From an optimization exercise on the open Yosys and OpenROAD flow, aimed at small area, a short achievable clock period and few clock cycles; shortcuts taken in it are not production practice. Function was checked by simulation only, so behaviour that the tests miss may differ from the original.

==> build 63: inputs <==
==> flow/design.v <==
module bstu (
    input  wire        clk,
    input  wire        rst,         
    input  wire        reg_we,
    input  wire [3:0]  reg_addr,
    input  wire [31:0] reg_wdata,
    output reg  [31:0] reg_rdata,
    output wire        irq,
    output wire        rd_valid,
    output wire [31:0] rd_addr,
    input  wire        rd_ready,
    input  wire [7:0]  rd_data,
    input  wire        rd_err,
    output wire        wr_valid,
    output wire [31:0] wr_addr,
    output wire [7:0]  wr_data,
    input  wire        wr_ready,
    input  wire        wr_err
);
    localparam R_CMD = 4'd0, R_STATUS = 4'd1, R_CTRL = 4'd2, R_CAP = 4'd3,
               R_SRC = 4'd4, R_DST = 4'd5, R_N = 4'd6, R_EINFO = 4'd7;
    localparam E_ITEMSIZE = 4'd1, E_ILLEGAL = 4'd2, E_RANGE = 4'd3,
               E_OVERLAP = 4'd4, E_BUS = 4'd5;
    localparam OP_TBYTE = 4'd2, OP_UTBYTE = 4'd3, OP_TBIT = 4'd4, OP_UTBIT = 4'd5;
    localparam S_IDLE = 3'd0, S_DEC = 3'd1, S_MUL = 3'd2, S_CHK = 3'd3,
               S_INIT = 3'd4, S_RUN = 3'd5;
    reg [31:0] cmd_q;
    reg        busy, done, err, lost;
    reg [3:0]  ecode;
    reg        ie;
    reg        e_rd;       
    reg [31:0] src_q, dst_q, n_q;
    reg [31:0] tin  [0:3];
    reg [31:0] tout [0:3];
    wire [3:0] op  = cmd_q[3:0];
    wire [7:0] isz = cmd_q[15:8];
    reg [2:0]  state;
    reg [2:0]  mcnt;
    reg        tail;       
    reg        rv, wv;     
    reg [2:0]  i;          
    reg [2:0]  gsz;        
    reg [31:0] c_g;        
    reg        rk1, rk2, wk1, wk2;    
    reg [7:0]  c_r;        
    reg        w_rend, w_fin;    
    reg        ori;        
    reg        tprep;      
    reg [7:0]  tail_q;     
    reg [31:0] rptr, rbase, wptr, wbase;
    reg [1:0]  rhi, whi;   
    reg [7:0]  buf_r [0:7];       
    wire is_tbit  = (op == OP_TBIT);
    wire is_utbit = (op == OP_UTBIT);
    wire is_bit   = is_tbit || is_utbit;
    wire [2:0]  tcnt = n_q[2:0];
    wire [31:0] wcnt = {3'd0, n_q[31:3]};
    wire        k8   = is_bit && !tail;
    wire run = (state == S_RUN);
    assign rd_valid = run && rv;
    assign wr_valid = run && wv;
    assign rd_addr  = rptr;
    assign wr_addr  = wptr;
    wire rd_fire = rd_valid && rd_ready;
    wire wr_fire = wr_valid && wr_ready;
    wire bus_err = (rd_fire && rd_err) || (wr_fire && wr_err);
    wire adv     = run && (!rv || rd_ready) && (!wv || wr_ready) && !bus_err;
    wire gend  = (i == gsz);
    wire [31:0] gm1  = (is_bit ? wcnt : n_q) - 32'd1;    
    wire rend  = (c_g == 32'd0);
    wire rfin  = rend && (c_r == 8'd0);
    wire [63:0] a_flat;
    genvar gi, gb, gt;
    generate
        for (gi = 0; gi < 8; gi = gi + 1) begin : g_flat
            assign a_flat[8*gi +: 8] = buf_r[gi];
        end
    endgenerate
    reg [7:0] line;
    integer li;
    always @(*) begin
        for (li = 0; li < 8; li = li + 1)
            line[li] = ori ? buf_r[li][i] : buf_r[i][li];
    end
    wire [63:0] x_fwd [1:7];
    wire [63:0] x_inv [1:7];
    generate
        for (gt = 1; gt < 8; gt = gt + 1) begin : g_tail
            for (gi = 0; gi < 64; gi = gi + 1) begin : g_bit
                if (gi < 8 * gt) begin : g_in
                    assign x_fwd[gt][gi] = a_flat[8 * (gi % gt) + (gi / gt)];
                    assign x_inv[gt][gi] = a_flat[(gi % 8) * gt + (gi / 8)];
                end else begin : g_out
                    assign x_fwd[gt][gi] = 1'b0;
                    assign x_inv[gt][gi] = 1'b0;
                end
            end
        end
    endgenerate
    reg [63:0] x_tail;
    always @(*) begin
        x_tail = 64'd0;
        if (tcnt != 3'd0)
            x_tail = is_tbit ? x_fwd[tcnt] : x_inv[tcnt];
    end
    wire [2:0] tsel = tprep ? 3'd0 : i + 3'd1;
    always @(posedge clk) begin
        if (run && (tprep || (adv && wv)))
            tail_q <= x_tail[8*tsel +: 8];
    end
    assign wr_data = tail ? tail_q : line;
    wire [127:0] tin_flat = {tin[3], tin[2], tin[1], tin[0]};
    wire [127:0] ktile_out;
    generate
        for (gt = 0; gt < 2; gt = gt + 1) begin : g_half
            for (gi = 0; gi < 8; gi = gi + 1) begin : g_ki
                for (gb = 0; gb < 8; gb = gb + 1) begin : g_kj
                    assign ktile_out[64*gt + 8*gi + gb] = tin_flat[64*gt + 8*gb + gi];
                end
            end
        end
    endgenerate
    assign irq = ie && (done || err);
    wire [31:0] einfo = (ecode == E_BUS) ? (e_rd ? rptr : wptr) : 32'd0;
    always @(*) begin
        case (reg_addr)
            R_CMD:    reg_rdata = cmd_q;
            R_STATUS: reg_rdata = {24'd0, ecode, lost, err, done, busy};
            R_CTRL:   reg_rdata = {31'd0, ie};
            R_CAP:    reg_rdata = 32'd1;
            R_SRC:    reg_rdata = src_q;
            R_DST:    reg_rdata = dst_q;
            R_N:      reg_rdata = n_q;
            R_EINFO:  reg_rdata = einfo;
            4'd8, 4'd9, 4'd10, 4'd11:
                      reg_rdata = tin[reg_addr[1:0]];
            default:  reg_rdata = tout[reg_addr[1:0]];
        endcase
    end
    wire        legal_z = (cmd_q == 32'd0) || (cmd_q == 32'd1);
    wire        legal_t = (op >= OP_TBYTE) && (op <= OP_UTBIT) &&
                          (cmd_q[31:16] == 16'd0) && (cmd_q[7:6] == 2'd0);
    wire        mul     = (state == S_MUL);
    wire        madd    = isz[mcnt];
    wire [7:0]  nsh_hi  = madd ? c_r : 8'd0;
    wire        r_over  = rhi[1] || (rhi[0] && rptr != 32'd0);
    wire        w_over  = whi[1] || (whi[0] && wptr != 32'd0);
    wire        c_range = r_over || w_over;
    wire        c_overlap = (n_q != 32'd0) &&
                            ({1'b0, dst_q} < {rhi[0], rptr}) && ({1'b0, src_q} < {whi[0], wptr});
    wire [31:0] rstride = rk1 ? {24'd0, isz} : rk2 ? wcnt : 32'd1;
    wire [31:0] wstride = wk1 ? {24'd0, isz} : wk2 ? wcnt : 32'd1;
    wire r_stp  = !gend || !(rk1 || rk2) || (rk1 && !rend);
    wire r_base = !r_stp && ((rk1 && !rfin) || (rk2 && !rend));
    wire w_stp  = !gend || !(wk1 || wk2) || (wk1 && !w_rend);
    wire w_base = !w_stp && ((wk1 && !w_fin) || (wk2 && !w_rend));
    wire [31:0] r_x = (r_base && !mul) ? rbase : rptr;
    wire [31:0] w_x = (w_base && !mul) ? wbase : wptr;
    wire [31:0] r_y = mul ? (madd ? c_g : 32'd0) : r_stp ? rstride : 32'd1;
    wire [31:0] w_y = mul ? (madd ? c_g : 32'd0) : w_stp ? wstride : 32'd1;
    wire [32:0] r_sum = {1'b0, r_x} + {1'b0, r_y};
    wire [32:0] w_sum = {1'b0, w_x} + {1'b0, w_y};
    wire [9:0]  rhi_s = {8'd0, rhi} + {9'd0, r_sum[32]} + {2'd0, nsh_hi};
    wire [9:0]  whi_s = {8'd0, whi} + {9'd0, w_sum[32]} + {2'd0, nsh_hi};
    always @(posedge clk) begin
        if (!rst && reg_we && !busy) begin
            case (reg_addr)
                R_SRC: src_q <= reg_wdata;
                R_DST: dst_q <= reg_wdata;
                R_N:   n_q   <= reg_wdata;
                4'd8, 4'd9, 4'd10, 4'd11: tin[reg_addr[1:0]] <= reg_wdata;
                default: ;
            endcase
        end
        if (!rst && state == S_DEC && cmd_q == 32'd1) begin
            tout[0] <= ktile_out[31:0];
            tout[1] <= ktile_out[63:32];
            tout[2] <= ktile_out[95:64];
            tout[3] <= ktile_out[127:96];
        end
    end
    integer br, bc;
    always @(posedge clk) begin
        if (adv && rv) begin
            for (br = 0; br < 8; br = br + 1)
                for (bc = 0; bc < 8; bc = bc + 1) begin
                    if (!ori && i == br[2:0]) buf_r[br][bc] <= rd_data[bc];
                    if (ori && i == bc[2:0])  buf_r[br][bc] <= rd_data[br];
                end
        end
    end
    always @(posedge clk) begin
        if (rst) begin
            cmd_q <= 32'd0;
            busy  <= 1'b0;
            done  <= 1'b0;
            err   <= 1'b0;
            lost  <= 1'b0;
            ecode <= 4'd0;
            ie    <= 1'b0;
            state <= S_IDLE;
        end else begin
            if (reg_we) begin
                case (reg_addr)
                    R_CMD: begin
                        if (busy || err) begin
                            lost <= 1'b1;
                        end else begin
                            cmd_q <= reg_wdata;
                            done  <= 1'b0;
                            busy  <= 1'b1;
                            state <= S_DEC;
                        end
                    end
                    R_STATUS: begin
                        if (reg_wdata[1]) done <= 1'b0;
                        if (reg_wdata[2]) begin
                            err <= 1'b0; ecode <= 4'd0;
                        end
                        if (reg_wdata[3]) lost <= 1'b0;
                    end
                    R_CTRL: ie <= reg_wdata[0];
                    R_SRC, R_DST, R_N, 4'd8, 4'd9, 4'd10, 4'd11:
                        if (busy) lost <= 1'b1;
                    default: ;
                endcase
            end
            case (state)
                S_DEC: begin
                    rptr <= src_q; wptr <= dst_q;
                    rhi  <= 2'd0;  whi  <= 2'd0;
                    c_g  <= n_q;   c_r  <= 8'd0;
                    mcnt <= 3'd0;
                    if (legal_z) begin
                        busy <= 1'b0; done <= 1'b1; state <= S_IDLE;
                    end else if (!legal_t) begin
                        busy <= 1'b0; err <= 1'b1; ecode <= E_ILLEGAL; state <= S_IDLE;
                    end else if (isz == 8'd0) begin
                        busy <= 1'b0; err <= 1'b1; ecode <= E_ITEMSIZE; state <= S_IDLE;
                    end else begin
                        state <= S_MUL;
                    end
                end
                S_MUL: begin
                    rptr <= r_sum[31:0];
                    wptr <= w_sum[31:0];
                    rhi  <= (rhi_s > 10'd2) ? 2'd2 : rhi_s[1:0];
                    whi  <= (whi_s > 10'd2) ? 2'd2 : whi_s[1:0];
                    {c_r, c_g} <= {c_r[6:0], c_g, 1'b0};
                    mcnt <= mcnt + 3'd1;
                    if (mcnt == 3'd7) state <= S_CHK;
                end
                S_CHK: begin
                    if (c_range) begin
                        busy <= 1'b0; err <= 1'b1; ecode <= E_RANGE; state <= S_IDLE;
                    end else if (c_overlap) begin
                        busy <= 1'b0; err <= 1'b1; ecode <= E_OVERLAP; state <= S_IDLE;
                    end else if (n_q == 32'd0) begin
                        busy <= 1'b0; done <= 1'b1; state <= S_IDLE;
                    end else begin
                        state <= S_INIT;
                    end
                end
                S_INIT: begin
                    rptr <= src_q; rbase <= src_q;
                    wptr <= dst_q; wbase <= dst_q;
                    i <= 3'd0; ori <= 1'b0; rv <= 1'b1; wv <= 1'b0; tprep <= 1'b0;
                    c_r <= isz - 8'd1;
                    rk1 <= (op == OP_TBYTE) || is_tbit;
                    wk1 <= (op == OP_UTBYTE) || is_utbit;
                    if (!is_bit) begin
                        tail <= 1'b0; gsz <= 3'd0; c_g <= gm1;
                        rk2 <= 1'b0; wk2 <= 1'b0;
                    end else if (wcnt != 32'd0) begin
                        tail <= 1'b0; gsz <= 3'd7; c_g <= gm1;
                        rk2 <= is_utbit; wk2 <= is_tbit;
                    end else begin
                        tail <= 1'b1; gsz <= tcnt - 3'd1; c_g <= 32'd0;
                        rk2 <= 1'b0; wk2 <= 1'b0;
                    end
                    state <= S_RUN;
                end
                S_RUN: begin
                    if (bus_err) begin
                        busy <= 1'b0; err <= 1'b1; ecode <= E_BUS; state <= S_IDLE;
                        e_rd <= rd_fire && rd_err;
                    end else if (tprep) begin
                        tprep <= 1'b0;
                        wv    <= 1'b1;
                    end else if (adv) begin
                        i <= gend ? 3'd0 : i + 3'd1;
                        if (rv) begin
                            rptr <= r_sum[31:0];
                            if (!r_stp) rbase <= r_sum[31:0];
                        end
                        if (wv) begin
                            wptr <= w_sum[31:0];
                            if (!w_stp) wbase <= w_sum[31:0];
                        end
                        if (gend) begin
                            if (rv) begin
                                w_rend <= rend;
                                w_fin  <= rfin;
                                if (rend) begin
                                    c_g <= tail ? 32'd0 : gm1;
                                    c_r <= c_r - 8'd1;
                                end else begin
                                    c_g <= c_g - 32'd1;
                                end
                            end
                            if (k8) ori <= ~ori;
                            if (!tail) begin
                                wv <= rv;
                                if (rv && rfin) rv <= 1'b0;
                            end else begin
                                wv    <= 1'b0;
                                tprep <= rv;
                                rv    <= wv && !w_fin;
                            end
                            if (wv && (tail ? w_fin : !rv)) begin
                                if (!tail && is_bit && tcnt != 3'd0) begin
                                    tail <= 1'b1; gsz <= tcnt - 3'd1; c_g <= 32'd0;
                                    c_r <= isz - 8'd1; ori <= 1'b0;
                                    rk2 <= 1'b0; wk2 <= 1'b0;
                                    rv <= 1'b1; wv <= 1'b0;
                                end else begin
                                    busy <= 1'b0; done <= 1'b1; state <= S_IDLE;
                                end
                            end
                        end
                    end
                end
                default: ;
            endcase
        end
    end
endmodule
==> flow/flow/run.sh <==
#!/bin/bash
set -euo pipefail
export BUFFER_PORTS_ARGS="-buffer_cell sky130_fd_sc_hd__buf_2"
export SETUP_SLACK_MARGIN=6.8
bash standard.sh > standard.log 2>&1
==> flow/standard.sh <==
#!/bin/bash
# synth_recipe.tcl (not shown) runs the flow's synth.tcl, then flattens the netlist and writes it again
# the make line also repeats each setting of config.mk as NAME=value (left out here)
make -C /OpenROAD-flow-scripts/flow DESIGN_CONFIG=/design/flow/config.mk WORK_HOME=/design/flow/orfs CLKGATE_MAP_FILE= SYNTH_SCRIPT=/design/flow/synth_recipe.tcl "${@:-finish}"
==> flow/config.mk <==
export PLATFORM = sky130hd
export DESIGN_NAME = bstu
export DESIGN_NICKNAME = bstu
export VERILOG_FILES = /design/flow/design.v
export SDC_FILE = /design/flow/constraint.sdc
export NUM_CORES = 4
export LEC_CHECK = 0
export CAP_MARGIN = 20
export CORE_MARGIN = 2
export CORE_UTILIZATION = 45
export CTS_BUF_LIST = sky130_fd_sc_hd__clkbuf_8
export PLACE_DENSITY = 0.62
export SLEW_MARGIN = 20
==> flow/constraint.sdc <==
create_clock -name core_clock -period 13.0 [get_ports {clk}]
set_input_delay 2.6000 -clock core_clock [delete_from_list [all_inputs] [get_ports {clk}]]
set_output_delay 2.6000 -clock core_clock [all_outputs]
set_load 0.01 [all_outputs]
==> inputs of trial 89, as changes to build 63 <==
==> flow/design.v, changed modules only <==
module bstu (
    input  wire        clk,
    input  wire        rst,         
    input  wire        reg_we,
    input  wire [3:0]  reg_addr,
    input  wire [31:0] reg_wdata,
    output reg  [31:0] reg_rdata,
    output wire        irq,
    output wire        rd_valid,
    output wire [31:0] rd_addr,
    input  wire        rd_ready,
    input  wire [7:0]  rd_data,
    input  wire        rd_err,
    output wire        wr_valid,
    output wire [31:0] wr_addr,
    output wire [7:0]  wr_data,
    input  wire        wr_ready,
    input  wire        wr_err
);
    localparam R_CMD = 4'd0, R_STATUS = 4'd1, R_CTRL = 4'd2, R_CAP = 4'd3,
               R_SRC = 4'd4, R_DST = 4'd5, R_N = 4'd6, R_EINFO = 4'd7;
    localparam E_ITEMSIZE = 4'd1, E_ILLEGAL = 4'd2, E_RANGE = 4'd3,
               E_OVERLAP = 4'd4, E_BUS = 4'd5;
    localparam OP_TBYTE = 4'd2, OP_UTBYTE = 4'd3, OP_TBIT = 4'd4, OP_UTBIT = 4'd5;
    localparam S_IDLE = 3'd0, S_DEC = 3'd1, S_MUL = 3'd2, S_CHK = 3'd3,
               S_INIT = 3'd4, S_RUN = 3'd5;
    reg [31:0] cmd_q;
    reg        busy, done, err, lost;
    reg [3:0]  ecode;
    reg        ie;
    reg        e_rd;       
    reg [31:0] src_q, dst_q, n_q;
    reg [31:0] tin  [0:3];
    reg [31:0] tout [0:3];
    wire [3:0] op  = cmd_q[3:0];
    wire [7:0] isz = cmd_q[15:8];
    reg [2:0]  state;
    reg [2:0]  mcnt;
    reg        tail;       
    reg        rv, wv;     
    reg [2:0]  i;          
    reg [2:0]  gsz;        
    reg [31:0] c_g;        
    reg [7:0]  c_r;        
    reg        w_rend, w_fin;    
    reg        ori;        
    reg [31:0] rptr, rbase, wptr, wbase;
    reg [1:0]  rhi, whi;   
    reg [7:0]  buf_r [0:7];       
    wire is_tbit  = (op == OP_TBIT);
    wire is_utbit = (op == OP_UTBIT);
    wire is_bit   = is_tbit || is_utbit;
    wire [2:0]  tcnt = n_q[2:0];
    wire [31:0] wcnt = {3'd0, n_q[31:3]};
    wire        k8   = is_bit && !tail;
    wire [1:0] rkind = (op == OP_TBYTE || is_tbit) ? 2'd1 : (is_utbit && !tail) ? 2'd2 : 2'd0;
    wire [1:0] wkind = (op == OP_UTBYTE || is_utbit) ? 2'd1 : (is_tbit && !tail) ? 2'd2 : 2'd0;
    wire run = (state == S_RUN);
    assign rd_valid = run && rv;
    assign wr_valid = run && wv;
    assign rd_addr  = rptr;
    assign wr_addr  = wptr;
    wire rd_fire = rd_valid && rd_ready;
    wire wr_fire = wr_valid && wr_ready;
    wire bus_err = (rd_fire && rd_err) || (wr_fire && wr_err);
    wire adv     = run && (!rv || rd_ready) && (!wv || wr_ready) && !bus_err;
    wire gend  = (i == gsz);
    wire [31:0] c_g1 = c_g + 32'd1;
    wire [31:0] gpr  = tail ? 32'd1 : k8 ? wcnt : n_q;
    wire rend  = (c_g1 == gpr);
    wire rfin  = rend && (c_r == 8'd0);
    wire [63:0] a_flat;
    genvar gi, gb, gt;
    generate
        for (gi = 0; gi < 8; gi = gi + 1) begin : g_flat
            assign a_flat[8*gi +: 8] = buf_r[gi];
        end
    endgenerate
    reg [7:0] line;
    integer li;
    always @(*) begin
        for (li = 0; li < 8; li = li + 1)
            line[li] = ori ? buf_r[li][i] : buf_r[i][li];
    end
    wire [63:0] x_fwd [1:7];
    wire [63:0] x_inv [1:7];
    generate
        for (gt = 1; gt < 8; gt = gt + 1) begin : g_tail
            for (gi = 0; gi < 64; gi = gi + 1) begin : g_bit
                if (gi < 8 * gt) begin : g_in
                    assign x_fwd[gt][gi] = a_flat[8 * (gi % gt) + (gi / gt)];
                    assign x_inv[gt][gi] = a_flat[(gi % 8) * gt + (gi / 8)];
                end else begin : g_out
                    assign x_fwd[gt][gi] = 1'b0;
                    assign x_inv[gt][gi] = 1'b0;
                end
            end
        end
    endgenerate
    reg [63:0] x_tail;
    always @(*) begin
        x_tail = 64'd0;
        if (tcnt != 3'd0)
            x_tail = is_tbit ? x_fwd[tcnt] : x_inv[tcnt];
    end
    assign wr_data = tail ? x_tail[8*i +: 8] : line;
    wire [127:0] tin_flat = {tin[3], tin[2], tin[1], tin[0]};
    wire [127:0] ktile_out;
    generate
        for (gt = 0; gt < 2; gt = gt + 1) begin : g_half
            for (gi = 0; gi < 8; gi = gi + 1) begin : g_ki
                for (gb = 0; gb < 8; gb = gb + 1) begin : g_kj
                    assign ktile_out[64*gt + 8*gi + gb] = tin_flat[64*gt + 8*gb + gi];
                end
            end
        end
    endgenerate
    assign irq = ie && (done || err);
    wire [31:0] einfo = (ecode == E_BUS) ? (e_rd ? rptr : wptr) : 32'd0;
    always @(*) begin
        case (reg_addr)
            R_CMD:    reg_rdata = cmd_q;
            R_STATUS: reg_rdata = {24'd0, ecode, lost, err, done, busy};
            R_CTRL:   reg_rdata = {31'd0, ie};
            R_CAP:    reg_rdata = 32'd1;
            R_SRC:    reg_rdata = src_q;
            R_DST:    reg_rdata = dst_q;
            R_N:      reg_rdata = n_q;
            R_EINFO:  reg_rdata = einfo;
            4'd8, 4'd9, 4'd10, 4'd11:
                      reg_rdata = tin[reg_addr[1:0]];
            default:  reg_rdata = tout[reg_addr[1:0]];
        endcase
    end
    wire        legal_z = (cmd_q == 32'd0) || (cmd_q == 32'd1);
    wire        legal_t = (op >= OP_TBYTE) && (op <= OP_UTBIT) &&
                          (cmd_q[31:16] == 16'd0) && (cmd_q[7:6] == 2'd0);
    wire        mul     = (state == S_MUL);
    wire        madd    = isz[mcnt];
    wire [7:0]  nsh_hi  = madd ? c_r : 8'd0;
    wire        r_over  = rhi[1] || (rhi[0] && rptr != 32'd0);
    wire        w_over  = whi[1] || (whi[0] && wptr != 32'd0);
    wire        c_range = r_over || w_over;
    wire        c_overlap = (n_q != 32'd0) &&
                            ({1'b0, dst_q} < {rhi[0], rptr}) && ({1'b0, src_q} < {whi[0], wptr});
    wire [31:0] rstride = (rkind == 2'd1) ? {24'd0, isz} : (rkind == 2'd2) ? wcnt : 32'd1;
    wire [31:0] wstride = (wkind == 2'd1) ? {24'd0, isz} : (wkind == 2'd2) ? wcnt : 32'd1;
    wire r_stp  = !gend || rkind == 2'd0 || (rkind == 2'd1 && !rend);
    wire r_base = !r_stp && ((rkind == 2'd1 && !rfin) || (rkind == 2'd2 && !rend));
    wire w_stp  = !gend || wkind == 2'd0 || (wkind == 2'd1 && !w_rend);
    wire w_base = !w_stp && ((wkind == 2'd1 && !w_fin) || (wkind == 2'd2 && !w_rend));
    wire [31:0] r_x = (r_base && !mul) ? rbase : rptr;
    wire [31:0] w_x = (w_base && !mul) ? wbase : wptr;
    wire [31:0] r_y = mul ? (madd ? c_g : 32'd0) : r_stp ? rstride : 32'd1;
    wire [31:0] w_y = mul ? (madd ? c_g : 32'd0) : w_stp ? wstride : 32'd1;
    wire [32:0] r_sum = {1'b0, r_x} + {1'b0, r_y};
    wire [32:0] w_sum = {1'b0, w_x} + {1'b0, w_y};
    wire [9:0]  rhi_s = {8'd0, rhi} + {9'd0, r_sum[32]} + {2'd0, nsh_hi};
    wire [9:0]  whi_s = {8'd0, whi} + {9'd0, w_sum[32]} + {2'd0, nsh_hi};
    always @(posedge clk) begin
        if (!rst && reg_we && !busy) begin
            case (reg_addr)
                R_SRC: src_q <= reg_wdata;
                R_DST: dst_q <= reg_wdata;
                R_N:   n_q   <= reg_wdata;
                4'd8, 4'd9, 4'd10, 4'd11: tin[reg_addr[1:0]] <= reg_wdata;
                default: ;
            endcase
        end
        if (!rst && state == S_DEC && cmd_q == 32'd1) begin
            tout[0] <= ktile_out[31:0];
            tout[1] <= ktile_out[63:32];
            tout[2] <= ktile_out[95:64];
            tout[3] <= ktile_out[127:96];
        end
    end
    integer br, bc;
    always @(posedge clk) begin
        if (adv && rv) begin
            for (br = 0; br < 8; br = br + 1)
                for (bc = 0; bc < 8; bc = bc + 1) begin
                    if (!ori && i == br[2:0]) buf_r[br][bc] <= rd_data[bc];
                    if (ori && i == bc[2:0])  buf_r[br][bc] <= rd_data[br];
                end
        end
    end
    always @(posedge clk) begin
        if (rst) begin
            cmd_q <= 32'd0;
            busy  <= 1'b0;
            done  <= 1'b0;
            err   <= 1'b0;
            lost  <= 1'b0;
            ecode <= 4'd0;
            ie    <= 1'b0;
            state <= S_IDLE;
        end else begin
            if (reg_we) begin
                case (reg_addr)
                    R_CMD: begin
                        if (busy || err) begin
                            lost <= 1'b1;
                        end else begin
                            cmd_q <= reg_wdata;
                            done  <= 1'b0;
                            busy  <= 1'b1;
                            state <= S_DEC;
                        end
                    end
                    R_STATUS: begin
                        if (reg_wdata[1]) done <= 1'b0;
                        if (reg_wdata[2]) begin
                            err <= 1'b0; ecode <= 4'd0;
                        end
                        if (reg_wdata[3]) lost <= 1'b0;
                    end
                    R_CTRL: ie <= reg_wdata[0];
                    R_SRC, R_DST, R_N, 4'd8, 4'd9, 4'd10, 4'd11:
                        if (busy) lost <= 1'b1;
                    default: ;
                endcase
            end
            case (state)
                S_DEC: begin
                    rptr <= src_q; wptr <= dst_q;
                    rhi  <= 2'd0;  whi  <= 2'd0;
                    c_g  <= n_q;   c_r  <= 8'd0;
                    mcnt <= 3'd0;
                    if (legal_z) begin
                        busy <= 1'b0; done <= 1'b1; state <= S_IDLE;
                    end else if (!legal_t) begin
                        busy <= 1'b0; err <= 1'b1; ecode <= E_ILLEGAL; state <= S_IDLE;
                    end else if (isz == 8'd0) begin
                        busy <= 1'b0; err <= 1'b1; ecode <= E_ITEMSIZE; state <= S_IDLE;
                    end else begin
                        state <= S_MUL;
                    end
                end
                S_MUL: begin
                    rptr <= r_sum[31:0];
                    wptr <= w_sum[31:0];
                    rhi  <= (rhi_s > 10'd2) ? 2'd2 : rhi_s[1:0];
                    whi  <= (whi_s > 10'd2) ? 2'd2 : whi_s[1:0];
                    {c_r, c_g} <= {c_r[6:0], c_g, 1'b0};
                    mcnt <= mcnt + 3'd1;
                    if (mcnt == 3'd7) state <= S_CHK;
                end
                S_CHK: begin
                    if (c_range) begin
                        busy <= 1'b0; err <= 1'b1; ecode <= E_RANGE; state <= S_IDLE;
                    end else if (c_overlap) begin
                        busy <= 1'b0; err <= 1'b1; ecode <= E_OVERLAP; state <= S_IDLE;
                    end else if (n_q == 32'd0) begin
                        busy <= 1'b0; done <= 1'b1; state <= S_IDLE;
                    end else begin
                        state <= S_INIT;
                    end
                end
                S_INIT: begin
                    rptr <= src_q; rbase <= src_q;
                    wptr <= dst_q; wbase <= dst_q;
                    i <= 3'd0; ori <= 1'b0; rv <= 1'b1; wv <= 1'b0;
                    c_r <= isz - 8'd1; c_g <= 32'd0;
                    if (!is_bit) begin
                        tail <= 1'b0; gsz <= 3'd0;
                    end else if (wcnt != 32'd0) begin
                        tail <= 1'b0; gsz <= 3'd7;
                    end else begin
                        tail <= 1'b1; gsz <= tcnt - 3'd1;
                    end
                    state <= S_RUN;
                end
                S_RUN: begin
                    if (bus_err) begin
                        busy <= 1'b0; err <= 1'b1; ecode <= E_BUS; state <= S_IDLE;
                        e_rd <= rd_fire && rd_err;
                    end else if (adv) begin
                        i <= gend ? 3'd0 : i + 3'd1;
                        if (rv) begin
                            rptr <= r_sum[31:0];
                            if (!r_stp) rbase <= r_sum[31:0];
                        end
                        if (wv) begin
                            wptr <= w_sum[31:0];
                            if (!w_stp) wbase <= w_sum[31:0];
                        end
                        if (gend) begin
                            if (rv) begin
                                w_rend <= rend;
                                w_fin  <= rfin;
                                if (rend) begin
                                    c_g <= 32'd0;
                                    c_r <= c_r - 8'd1;
                                end else begin
                                    c_g <= c_g1;
                                end
                            end
                            if (k8) ori <= ~ori;
                            if (!tail) begin
                                wv <= rv;
                                if (rv && rfin) rv <= 1'b0;
                            end else begin
                                wv <= rv;
                                rv <= wv && !w_fin;
                            end
                            if (wv && (tail ? w_fin : !rv)) begin
                                if (!tail && is_bit && tcnt != 3'd0) begin
                                    tail <= 1'b1; gsz <= tcnt - 3'd1; c_g <= 32'd0;
                                    c_r <= isz - 8'd1; ori <= 1'b0;
                                    rv <= 1'b1; wv <= 1'b0;
                                end else begin
                                    busy <= 1'b0; done <= 1'b1; state <= S_IDLE;
                                end
                            end
                        end
                    end
                end
                default: ;
            endcase
        end
    end
endmodule
Settings changed: CORE_UTILIZATION 45 to 50, PLACE_DENSITY 0.62 to 0.65.
==> run_results.csv <==
group,metric,value,unit
placement,gp_congestion,0.993,
clocking,worst_skew_pair.late_latency,0.79,ns
run_status,outcome,"no timing/DRC/antenna violations",
layout,stdcell_count,5321,
critical_path,rr_worst_depth,29,
global_route,met3_usage,11.0,%
placement,dp.cells,4910,
layout,regArea,19000,um^2
timing,fin_crit_sh,56.5,%
layout,seq_cells,648,
layout,nNonClkBuffers,415,
critical_path,worstPathRequired,13.47,ns
critical_path,critical_path.startpoint,"c_g[6]",
timing,max_freq,0.136,GHz
global_route,antenna_found_initial,10,
The numbers above come from trial 89.

==> run_results.csv <==
group,metric,value,unit
global_route,antenna_found_initial,6,
run_status,outcome,"no timing/DRC/antenna violations",
yosys,synth_ff_type,"edfxtp_1",
timing,fin_crit_sh,54.0,%
placement,gp_congestion,0.991,
timing,timing.max_slew.rel_slack,24.7,%
critical_path,critical_path.startpoint,"reg_addr[3]",
global_route,met3_usage,7.33,%
layout,regArea,19400,um^2
critical_path,path_class,"primary input to primary output",
timing,max_freq,0.143,GHz
critical_path,rr_worst_depth,24,
layout,stdcell_count,5469,
critical_path,worstPathRequired,10.40,ns
layout,nNonClkBuffers,345,
layout,seq_cells,661,
clocking,worst_skew_pair.late_latency,0.77,ns
placement,dp.cells,5151,
The numbers above come from build 63.

Testbench counts of build 63, summed over its fixed seeds: cycles 805,984.
Testbench counts of trial 89, summed over its fixed seeds: cycles 802,896.

-- port drivers added, routing unchanged --
No port has a modelled driver above. Below, the same layouts with a new extraction and two added sets of constraints. Step 1 assumes that a clkbuf_16 drives the clock port and a buf_2 every other input. Step 2, shift: input delay + t, output delay - t, t = (earliest + latest rising clock arrival at the registers) / 2. This alone moves slack from input paths to output paths. a / b / c = ideal ports / drivers / drivers and shift; a / b = the first two.
| run | t (ns) | setup slack, ns | latest minus earliest clock arrival (ns) |
|---|---|---|---|
| build 63 | 0.812 | 5.985 / 5.856 / 5.856 | 0.052 / 0.051 |
| trial 89 | 0.812 | 5.654 / 5.654 / 5.654 | 0.065 / 0.065 |
After both steps setup and hold are still met in every run listed. For build 63, which loses most, drivers alone change the setup slack by -0.129 ns; drivers and shift together by -0.129 ns.
